This design comes from an exercise in tuning for small area, a short achievable clock period and few clock cycles on the open sky130 flow, not from production work.
Function was checked by simulation only, so behaviour that the tests miss may differ from the original.
No activity file was given, so power comes from the tool's default toggle rates.

// rvf_block_decoder
module rvf_block_decoder (
    input  wire         clk,
    input  wire         rst,
    input  wire         start,
    input  wire [15:0]  frame_len,     
    input  wire [12:0]  num_blocks,    
    output wire         idle,
    input  wire         in_valid,
    input  wire [7:0]   in_data,
    output wire         in_ready,
    output wire         out_valid,
    input  wire         out_ready,
    output wire [11:0]  out_pos,
    output wire         out_copy,      
    output wire [127:0] out_data,      
    output wire         done,
    output wire [2:0]   st_kind,
    output wire [3:0]   st_cause,
    output wire [15:0]  st_rpos,
    output wire [12:0]  st_bpos
);
Settings: LEC_CHECK=0, ABC_AREA=1, CAP_MARGIN=20, CORE_MARGIN=2, CORE_UTILIZATION=40, PLACE_DENSITY=0.6, SLEW_MARGIN=20; clock period 10.0 ns.
standard.sh (not shown) runs the stock make flow with config.mk's settings and CLKGATE_MAP_FILE= SYNTH_SCRIPT=/design/flow/synth_recipe.tcl, a recipe that flattens the netlist after the stock synthesis.
==> flow/flow/run.sh <==
#!/bin/bash
# The standard layout (standard.sh: ORFS with the standard synthesis),
# with these changes to how the layout is made:
#  - setup repair aims for 6.5 ns of slack on the 10 ns clock;
#  - the port buffers are buf_2 cells;
#  - CTS clusters up to 28 sinks within 60 um and adds no dummy loads.
# make's full output goes to flow_make.log; ORFS keeps each step's log
# under orfs/logs.
set -euo pipefail
bash standard.sh \
  SETUP_SLACK_MARGIN=6.5 \
  "BUFFER_PORTS_ARGS=-buffer_cell sky130_fd_sc_hd__buf_2" \
  "CTS_ARGS=-sink_clustering_enable -repair_clock_nets -sink_clustering_size 28 -sink_clustering_max_diameter 60 -dont_use_dummy_load" \
  finish > flow_make.log 2>&1
The baseline completed without violations.
Testbench counts at the start, summed over its fixed seeds: cycles 99,042.
==> next run, changes <==
--- a/flow/design.v
+++ b/flow/design.v
@@ -90,30 +90,31 @@
     reg [2:0]  state;
     reg        idle_r, done_r;
     reg [2:0]  kind_r;
     reg [3:0]  cause_r;
     reg [15:0] rpos_r;      
     reg [15:0] rem;         
     reg [15:0] pcnt;        
     reg [12:0] cbp;         
     reg        cbp_z;       
+    reg        fresh;       
     reg [12:0] room;        
     reg        m_skip, m_rep, m_solid, m_raw, m_pal, m_cache;
     reg [1:0]  pw;          
     reg        w1, w2, w3;  
     reg        sel_bad;     
     reg [3:0]  lf;
     reg [12:0] cnt;         
     reg        f3_r;        
     reg        ovr_r;       
     reg [16:0] ck_x;        
     reg        rem_z;       
-    reg [2:0]  fi;          
+    reg [7:0]  fi;          
     reg [3:0]  bi;          
     reg [1:0]  sv;          
     reg [7:0]  sel;
     reg [63:0] pal;
     reg        c5f;         
     reg        c5o;         
     reg        c5p;         
     reg        addp;        
     reg [3:0]  head2, head4, head8;
@@ -310,33 +311,46 @@
             end else begin
                 ov_r <= 1'b0;
             end
         end
     end
     always @(posedge clk) begin
         for (i = 0; i < 16; i = i + 1)
             if (ben[i]) odata_r[8*i +: 8] <= lane[8*(i % 8) +: 8];
     end
+    wire pal_ld0 = (state == S_CHK) && m_pal && !m_cache && hv && !pw_v;
+    wire pal_ldb = (state == S_PALB) && hv;
+    wire pal_ldt = tmatch && ((state == S_SEL) || ((state == S_CHK) && m_cache && hv));
+    always @(posedge clk) begin
+        if (pal_ldt)
+            pal <= tap;
+        else begin
+            if (pal_ld0) pal[7:0] <= hb;
+            for (i = 1; i < 8; i = i + 1)
+                if (pal_ldb && fi[i]) pal[8*i +: 8] <= hb;
+        end
+    end
     always @(posedge clk) begin
         ph <= ph + 4'd1;
         if (pop) begin
             rem   <= rem - 16'd1;
             rem_z <= (rem == 16'd1);
             pcnt  <= pcnt + 16'd1;
         end
         if (rst) begin
             state <= S_IDLE;
             idle_r <= 1'b1;
             done_r <= 1'b0;
             kind_r <= 3'd0;
             cause_r <= 4'd0;
             rpos_r <= 16'd0;
             cbp <= 13'd0;
+            fresh <= 1'b0;
             ph <= 4'd0;
             pw_v <= 1'b0;
             c5p <= 1'b0;
             addp <= 1'b0;
             head2 <= 4'd0; head4 <= 4'd0; head8 <= 4'd0;
             full2 <= 1'b0; full4 <= 1'b0; full8 <= 1'b0;
         end else begin
             done_r <= 1'b0;
             if (pw_hit) pw_v <= 1'b0;
@@ -350,28 +364,32 @@
                 cause_r <= fcause;
                 state   <= S_FIN;
             end else begin
                 case (state)
                     S_IDLE: if (start) begin
                         rem   <= frame_len;
                         rem_z <= (frame_len == 16'd0);
                         pcnt  <= 16'd0;
                         room  <= num_blocks;
-                        cbp   <= 13'd0;
-                        cbp_z <= 1'b1;
+                        fresh <= 1'b1;
                         idle_r <= 1'b0;
                         pw_v  <= 1'b0;
                         addp  <= 1'b0;
                         head2 <= 4'd0; head4 <= 4'd0; head8 <= 4'd0;
                         full2 <= 1'b0; full4 <= 1'b0; full8 <= 1'b0;
                         state <= S_HDR;
                     end
                     S_HDR: begin
+                        if (fresh) begin
+                            fresh <= 1'b0;
+                            cbp   <= 13'd0;
+                            cbp_z <= 1'b1;
+                        end
                         if (rem_z) begin
                             kind_r  <= 3'd0;
                             cause_r <= 4'd0;
                             rpos_r  <= pcnt;
                             state   <= S_FIN;
                         end else if (hv) begin
                             m_skip  <= h_skip;
                             m_rep   <= h_rep;
                             m_solid <= h_solid;
@@ -394,54 +412,50 @@
                         cnt   <= e_c1;
                         f3_r  <= (rem <= {15'd0, m_solid});
                         ovr_r <= e_ovr;
                         state <= S_CHK;
                     end
                     S_CHK: begin
                         ck_x <= ck_xn;
                         c5p  <= 1'b1;
                         bi  <= 4'd0;
-                        fi  <= 3'd1;
+                        fi  <= 8'd2;
                         if (run_go || m_skip) begin
                             cbp   <= cbp + cnt;
                             cbp_z <= 1'b0;
                             room  <= room - cnt;
                             state <= S_HDR;
                         end else if (m_raw) begin
                             state <= S_DATA;
                         end else if (m_cache) begin
                             if (pop) begin
                                 sel     <= hb;
                                 sel_bad <= (hb >= {3'd0, ccount});
                                 if (tmatch && !(hb >= {3'd0, ccount})) begin
-                                    pal   <= tap;
                                     state <= S_DATA;
                                 end else begin
                                     state <= S_SEL;
                                 end
                             end
                         end else if (m_pal) begin
                             if (pop) begin
-                                pal[7:0] <= hb;
                                 state <= S_PALB;
                             end
                         end
                     end
                     S_PALB: if (pop) begin
-                        pal[8*fi +: 8] <= hb;
-                        fi <= fi + 3'd1;
-                        if (fi == (w1 ? 3'd1 : w2 ? 3'd3 : 3'd7)) begin
+                        fi <= {fi[6:0], 1'b0};
+                        if (w1 ? fi[1] : w2 ? fi[3] : fi[7]) begin
                             state <= S_DATA;
                             addp  <= 1'b1;
                         end
                     end
                     S_SEL: if (tmatch) begin
-                        pal   <= tap;
                         state <= S_DATA;
                     end
                     S_DATA: begin
                         if (addp && !c5p) begin
                             addp    <= 1'b0;
                             pw_v    <= 1'b1;
                             pw_c    <= pw;
                             pw_slot <= chead;
                             case (pw)
What happened: The changed run passed the timing, design-rule and antenna checks. Power is lower by 4.9%. Critical path depth is lower by 1. Clock skew is lower by 0.020 ns. Clock power is higher by about 2%. Worst setup slack is better by 0.10 ns. Global-route usage is lower by 1.4 points. Final cell count is lower by 1.8%. Die area is lower by 0.71%. Wire length is lower by 6.6%. Register-to-register slack is better by 0.10 ns. Utilization is lower by 0.14 points. Non-clock buffer count is higher by 8. Count of clock-buffer cells in the layout is higher by 5. Via count is lower by 4.1%.
Testbench counts after the change, summed over its fixed seeds: cycles 99,042.

-- re-timing with driven ports --
No port has a modelled driver above. Below, the same layouts with a new extraction and two added sets of constraints.
Step 1 (the two cells are an assumption about what drives the block):
set clk [get_ports {clk}]
set_driving_cell -lib_cell sky130_fd_sc_hd__clkbuf_16 $clk
set_driving_cell -lib_cell sky130_fd_sc_hd__buf_2 [delete_from_list [all_inputs] $clk]
Step 2 adds t to the input delays and takes it off the output delays; t is the mean of the earliest and latest rising clock arrival at the registers after step 1. Input paths then give back, and output paths get back, about the clock's delay inside the block.
a / b / c = no drivers / after step 1 / after step 2; a / b = the first two.
| run | t (ns) | setup WS [ns] | hold WS [ns] | worst register clock-pin slew, ns | pins driven straight from the clock port |
|---|---|---|---|---|---|
| the first run | 0.825 | 6.429 / 6.384 / 5.864 | 0.237 / 0.237 / 0.237 | 0.10 / 0.10 | 1 |
| the second run | 0.802 | 6.532 / 6.513 / 5.836 | 0.280 / 0.280 / 0.280 | 0.10 / 0.10 | 1 |
After both steps setup and hold are still met in every run listed. For the second run, which loses most, drivers alone change the setup slack by -0.019 ns; drivers and shift together by -0.696 ns.
